This design comes from an exercise in tuning for a short achievable clock period on the open sky130 flow, not from production work.
Only simulation tests tie the RTL to the original design; equivalence was not proved.
No driver is modelled on the clock port, so clock power and skew are understated where the tree is cut down; a real chip needs a root buffer or a tree.
Power and IR drop assume default switching activity.

==> flow/design.v (excerpt) <==
module mapic_acq (
    input  wire        clk,
    input  wire        rst,
    input  wire        us_tick,
    input  wire        cin_valid,
    input  wire [7:0]  cin_data,
    input  wire        cin_last,
    output wire        cin_ready,
    output wire        cout_valid,
    output wire [7:0]  cout_data,
    output wire        cout_last,
    input  wire        cout_ready,
    output wire        sout_valid,
    output wire [7:0]  sout_data,
    output wire        sout_last,
    input  wire [11:0] adc_data,
    input  wire        trig_in,
    input  wire        rate_in,
    output wire        bus_req,
    output wire [1:0]  bus_op,
    output wire [6:0]  bus_addr,
    output wire [7:0]  bus_wdata,
    input  wire        bus_ack,
    input  wire        bus_present,
    input  wire [7:0]  bus_rdata,
    output wire        pol_out,
    output wire        tp_out,
    output wire        clr_out,
    output wire        idle,
    output wire [2:0]  fault_code,
    output wire [7:0]  bus_err_cnt
);
Size in the first run: ~5,300 cells after synthesis, about 92 I/O pins, roughly 47,000 µm² of cells after synthesis.
==> flow/config.mk <==
export PLATFORM = sky130hd
export DESIGN_NAME = mapic_acq
export DESIGN_NICKNAME = mapic_acq
export VERILOG_FILES = /design/flow/design.v
export SDC_FILE = /design/flow/constraint.sdc
export NUM_CORES = 4
export LEC_CHECK = 0
export CAP_MARGIN = 20
export CORE_MARGIN = 2
export CORE_UTILIZATION = 40
export SLEW_MARGIN = 20
export SYNTH_HIERARCHICAL = 1
export SYNTH_MINIMUM_KEEP_SIZE = 0
==> flow/constraint.sdc <==
create_clock -name core_clock -period 18.0 [get_ports {clk}]
set_input_delay 3.6000 -clock core_clock [delete_from_list [all_inputs] [get_ports {clk}]]
set_output_delay 3.6000 -clock core_clock [all_outputs]
set_load 0.01 [all_outputs]
standard.sh (not shown) runs the stock make flow with config.mk's settings and CLKGATE_MAP_FILE= SYNTH_SCRIPT=/design/flow/synth_recipe.tcl, a recipe that flattens the netlist after the stock synthesis.
==> flow/flow/run.sh <==
#!/bin/bash
set -euo pipefail
W=$(pwd)
R=$W/orfs/results/sky130hd/mapic_acq/base
export SETUP_SLACK_MARGIN=$(cat "$W/flow/margin")
export PRE_REPAIR_TIMING_POST_PLACE_TCL=$W/flow/post_place.tcl
export MYCTS_LEAVES=64
export MYCTS_ROOTS=4
export MYCTS_LEAFBUF=sky130_fd_sc_hd__clkbuf_16
export MYCTS_ROOTBUF=sky130_fd_sc_hd__clkbuf_16
bash "$W/standard.sh" synth > "$W/flow_synth.log" 2>&1
bash "$W/standard.sh" place > "$W/flow_place.log" 2>&1
bash "$W/standard.sh" run RUN_SCRIPT="$W/flow/mycts.tcl" RUN_LOG_NAME_STEM=4_1_mycts > "$W/flow_cts.log" 2>&1
test -s "$R/4_1_cts.odb" && test -s "$R/4_cts.sdc"
cp "$R/4_1_cts.odb" "$R/4_cts.odb"
touch "$R/4_cts.sdc"
bash "$W/standard.sh" > "$W/flow_finish.log" 2>&1
==> flow/flow/mycts.tcl <==
# Clock tree for this design, in place of TritonCTS: two buffer levels.
# The clock port drives MYCTS_ROOTS root buffers; each drives the leaf
# buffers of its region; each leaf drives the flip-flops of one cluster.
# Clusters come from k-means on the placed flip-flops, so every flip-flop
# sees the same two buffer stages and a short leaf net.
source $::env(SCRIPTS_DIR)/load.tcl
erase_non_stage_variables cts
load_design 3_place.odb 3_place.sdc

set nleaf $::env(MYCTS_LEAVES)
set nroot $::env(MYCTS_ROOTS)
set leafbuf $::env(MYCTS_LEAFBUF)
set rootbuf $::env(MYCTS_ROOTBUF)

set db [ord::get_db]
set block [ord::get_db_block]
set clknet [[$block findBTerm clk] getNet]

proc kmeans {xs ys k iters} {
  set n [llength $xs]
  set xmin [tcl::mathfunc::min {*}$xs]; set xmax [tcl::mathfunc::max {*}$xs]
  set ymin [tcl::mathfunc::min {*}$ys]; set ymax [tcl::mathfunc::max {*}$ys]
  # grid start: cols x rows close to the region's shape
  set best 1
  for {set c 1} {$c <= $k} {incr c} {
    if {$k % $c == 0} {
      set r [expr {$k / $c}]
      set ar [expr {double($xmax - $xmin + 1) / ($ymax - $ymin + 1)}]
      if {abs(double($c)/$r - $ar) < abs(double($best)/($k/$best) - $ar)} { set best $c }
    }
  }
  set cols $best; set rows [expr {$k / $cols}]
  set cx {}; set cy {}
  for {set j 0} {$j < $rows} {incr j} {
    for {set i 0} {$i < $cols} {incr i} {
      lappend cx [expr {$xmin + ($i + 0.5) * ($xmax - $xmin) / $cols}]
      lappend cy [expr {$ymin + ($j + 0.5) * ($ymax - $ymin) / $rows}]
    }
  }
  set asg [lrepeat $n 0]
  for {set it 0} {$it < $iters} {incr it} {
    for {set p 0} {$p < $n} {incr p} {
      set x [lindex $xs $p]; set y [lindex $ys $p]
      set bd 1e30; set bc 0
      for {set c 0} {$c < $k} {incr c} {
        set d [expr {abs($x - [lindex $cx $c]) + abs($y - [lindex $cy $c])}]
        if {$d < $bd} { set bd $d; set bc $c }
      }
      lset asg $p $bc
    }
    set sx [lrepeat $k 0.0]; set sy [lrepeat $k 0.0]; set sn [lrepeat $k 0]
    for {set p 0} {$p < $n} {incr p} {
      set c [lindex $asg $p]
      lset sx $c [expr {[lindex $sx $c] + [lindex $xs $p]}]
      lset sy $c [expr {[lindex $sy $c] + [lindex $ys $p]}]
      lset sn $c [expr {[lindex $sn $c] + 1}]
    }
    for {set c 0} {$c < $k} {incr c} {
      if {[lindex $sn $c] > 0} {
        lset cx $c [expr {[lindex $sx $c] / [lindex $sn $c]}]
        lset cy $c [expr {[lindex $sy $c] / [lindex $sn $c]}]
      }
    }
  }
  return [list $asg $cx $cy]
}

# Final assignment with a size cap: closest (point, centre) pairs first.
proc cap_assign {xs ys cx cy cap} {
  set n [llength $xs]
  set k [llength $cx]
  set pairs {}
  for {set p 0} {$p < $n} {incr p} {
    set x [lindex $xs $p]; set y [lindex $ys $p]
    for {set c 0} {$c < $k} {incr c} {
      lappend pairs [list [expr {abs($x - [lindex $cx $c]) + abs($y - [lindex $cy $c])}] $p $c]
    }
  }
  set pairs [lsort -real -index 0 $pairs]
  set asg [lrepeat $n -1]
  set cnt [lrepeat $k 0]
  set left $n
  foreach pr $pairs {
    lassign $pr d p c
    if {[lindex $asg $p] >= 0 || [lindex $cnt $c] >= $cap} continue
    lset asg $p $c
    lset cnt $c [expr {[lindex $cnt $c] + 1}]
    incr left -1
    if {$left == 0} break
  }
  # centres of the capped clusters
  set sx [lrepeat $k 0.0]; set sy [lrepeat $k 0.0]
  for {set p 0} {$p < $n} {incr p} {
    set c [lindex $asg $p]
    lset sx $c [expr {[lindex $sx $c] + [lindex $xs $p]}]
    lset sy $c [expr {[lindex $sy $c] + [lindex $ys $p]}]
  }
  set ncx {}; set ncy {}
  for {set c 0} {$c < $k} {incr c} {
    set m [lindex $cnt $c]
    if {$m > 0} {
      lappend ncx [expr {[lindex $sx $c] / $m}]; lappend ncy [expr {[lindex $sy $c] / $m}]
    } else {
      lappend ncx [lindex $cx $c]; lappend ncy [lindex $cy $c]
    }
  }
  return [list $asg $ncx $ncy]
}

# the flip-flop clock pins on the clock port's net
set sinks {}
set xs {}
set ys {}
foreach it [$clknet getITerms] {
  if {[$it getIoType] eq "INPUT"} {
    set bb [[$it getInst] getBBox]
    lappend sinks $it
    lappend xs [expr {([$bb xMin] + [$bb xMax]) / 2.0}]
    lappend ys [expr {([$bb yMin] + [$bb yMax]) / 2.0}]
  }
}
puts "mycts: [llength $sinks] sinks, $nleaf leaves, $nroot roots"

lassign [kmeans $xs $ys $nleaf 40] asg lx ly
set cap [expr {int(ceil(1.08 * [llength $sinks] / $nleaf))}]
lassign [cap_assign $xs $ys $lx $ly $cap] asg lx ly
lassign [kmeans $lx $ly $nroot 40] rasg rx ry
lassign [cap_assign $lx $ly $rx $ry [expr {int(ceil(double($nleaf) / $nroot))}]] rasg rx ry

set lmaster [$db findMaster $leafbuf]
set rmaster [$db findMaster $rootbuf]
set rnets {}
for {set r 0} {$r < $nroot} {incr r} {
  set inst [odb::dbInst_create $block $rmaster "mycts_root_$r"]
  $inst setLocation [expr {int([lindex $rx $r])}] [expr {int([lindex $ry $r])}]
  $inst setPlacementStatus PLACED
  set net [odb::dbNet_create $block "mycts_rnet_$r"]
  $net setSigType CLOCK
  [$inst findITerm A] connect $clknet
  [$inst findITerm X] connect $net
  lappend rnets $net
}
set lnets {}
for {set l 0} {$l < $nleaf} {incr l} {
  set inst [odb::dbInst_create $block $lmaster "mycts_leaf_$l"]
  $inst setLocation [expr {int([lindex $lx $l])}] [expr {int([lindex $ly $l])}]
  $inst setPlacementStatus PLACED
  set net [odb::dbNet_create $block "mycts_lnet_$l"]
  $net setSigType CLOCK
  [$inst findITerm A] connect [lindex $rnets [lindex $rasg $l]]
  [$inst findITerm X] connect $net
  lappend lnets $net
}
set sizes [lrepeat $nleaf 0]
for {set p 0} {$p < [llength $sinks]} {incr p} {
  set it [lindex $sinks $p]
  set l [lindex $asg $p]
  $it disconnect
  $it connect [lindex $lnets $l]
  lset sizes $l [expr {[lindex $sizes $l] + 1}]
}
$clknet setSigType CLOCK
puts "mycts: leaf sizes $sizes"
puts "mycts: root of each leaf $rasg"
global_connect

set_propagated_clock [all_clocks]
set_dont_use $::env(DONT_USE_CELLS)

set_placement_padding -global \
  -left $::env(CELL_PAD_IN_SITES_DETAIL_PLACEMENT) \
  -right $::env(CELL_PAD_IN_SITES_DETAIL_PLACEMENT)
detailed_placement
estimate_parasitics -placement
report_clock_skew
report_worst_slack -max

repair_timing_helper
detailed_placement
check_placement -verbose
estimate_parasitics -placement
report_clock_skew
report_worst_slack -max
report_worst_slack -min
report_checks -path_delay max -format full_clock_expanded
set m 0
foreach pin [all_registers -clock_pins -edge_triggered] {
  foreach e {rise fall} { set v [get_property $pin slew_max_$e]; if {$v > $m} { set m $v } }
}
puts "mycts: max flip-flop clock pin slew $m"

write_db $::env(RESULTS_DIR)/4_1_cts.odb
write_sdc -no_timestamp $::env(RESULTS_DIR)/4_cts.sdc
Other scripts of this flow, unchanged in this note and not shown: flow/flow/margin, flow/flow/post_place.tcl
The baseline went through all stages and came out clean.
Edit:
--- a/flow/flow/run.sh
+++ b/flow/flow/run.sh
@@ -8,5 +8,6 @@
 export MYCTS_ROOTS=4
 export MYCTS_LEAFBUF=sky130_fd_sc_hd__clkbuf_16
-export MYCTS_ROOTBUF=sky130_fd_sc_hd__clkbuf_16
+export MYCTS_ROOTBUF=sky130_fd_sc_hd__buf_16
+export MYCTS_PULL_OUT=1
 bash "$W/standard.sh" synth > "$W/flow_synth.log" 2>&1
 bash "$W/standard.sh" place > "$W/flow_place.log" 2>&1
--- a/flow/flow/mycts.tcl
+++ b/flow/flow/mycts.tcl
@@ -106,4 +106,29 @@
   }
   return [list $asg $ncx $ncy]
+}
+
+# Flip-flops that drive an output port's buffer sit next to that buffer,
+# so the flip-flop's output net is short.
+if {[info exists ::env(MYCTS_PULL_OUT)] && $::env(MYCTS_PULL_OUT)} {
+  set moved 0
+  foreach bt [$block getBTerms] {
+    if {[$bt getIoType] ne "OUTPUT"} continue
+    set onet [$bt getNet]
+    set drv [$onet getFirstOutput]
+    if {$drv eq "NULL" || $drv eq ""} continue
+    set buf [$drv getInst]
+    set ain [$buf findITerm A]
+    if {$ain eq "NULL" || $ain eq ""} continue
+    set qnet [$ain getNet]
+    set qdrv [$qnet getFirstOutput]
+    if {$qdrv eq "NULL" || $qdrv eq ""} continue
+    set ff [$qdrv getInst]
+    if {![string match "*dfxtp*" [[$ff getMaster] getName]]} continue
+    set bb [$buf getBBox]
+    $ff setLocation [$bb xMin] [$bb yMin]
+    incr moved
+  }
+  puts "mycts: moved $moved output flip-flops next to their output buffers"
+  detailed_placement
 }
 
--- a/flow/config.mk
+++ b/flow/config.mk
@@ -8,5 +8,5 @@
 export CAP_MARGIN = 20
 export CORE_MARGIN = 2
-export CORE_UTILIZATION = 40
+export CORE_UTILIZATION = 65
 export SLEW_MARGIN = 20
 export SYNTH_HIERARCHICAL = 1
Outcome: The changed run passed the timing, design-rule and antenna checks. Total power barely changes. Critical path depth does not change. Sequential cell count does not change. Via count increases by a few percent. Core utilization climbs by 29 points. Area after synthesis does not change.
Edit:
--- a/flow/config.mk
+++ b/flow/config.mk
@@ -8,5 +8,5 @@
 export CAP_MARGIN = 20
 export CORE_MARGIN = 2
-export CORE_UTILIZATION = 65
+export CORE_UTILIZATION = 40
 export SLEW_MARGIN = 20
 export SYNTH_HIERARCHICAL = 1
Sequential power stays flat.
First-iteration DRC count decreases by 16%.
Combinational power is higher by 19%.
In every run of this note, the design's own scripts or RTL, not TritonCTS, make the clock network.

## afterwards: timing with drivers on the ports
In the flow no input, the clock included, has a driving cell. The finished layouts below were timed again as built, in two steps.
Step 1 sets driving cells, clkbuf_16 on the clock port and buf_2 on the other inputs (assumed; they add their load-dependent delay and slew).
Step 2, shift: input delay + t, output delay - t, t = (earliest + latest rising clock arrival at the registers) / 2. This alone moves slack from input paths to output paths.
Slacks: no drivers / after step 1 / after step 2; pairs: no drivers / after step 1.
run	t (ns)	setup slack, ns	hold WS [ns]
the first run	0.636	13.358 / 13.206 / 13.018	0.474 / 0.474 / 0.474
the second run	0.615	13.463 / 13.296 / 13.013	0.472 / 0.472 / 0.472
the third run	0.613	13.452 / 13.287 / 12.824	0.474 / 0.474 / 0.474
After both steps every run listed still meets setup and hold. The setup slack of the third run, which loses most, moves by -0.165 ns with the drivers and by -0.628 ns with both steps.
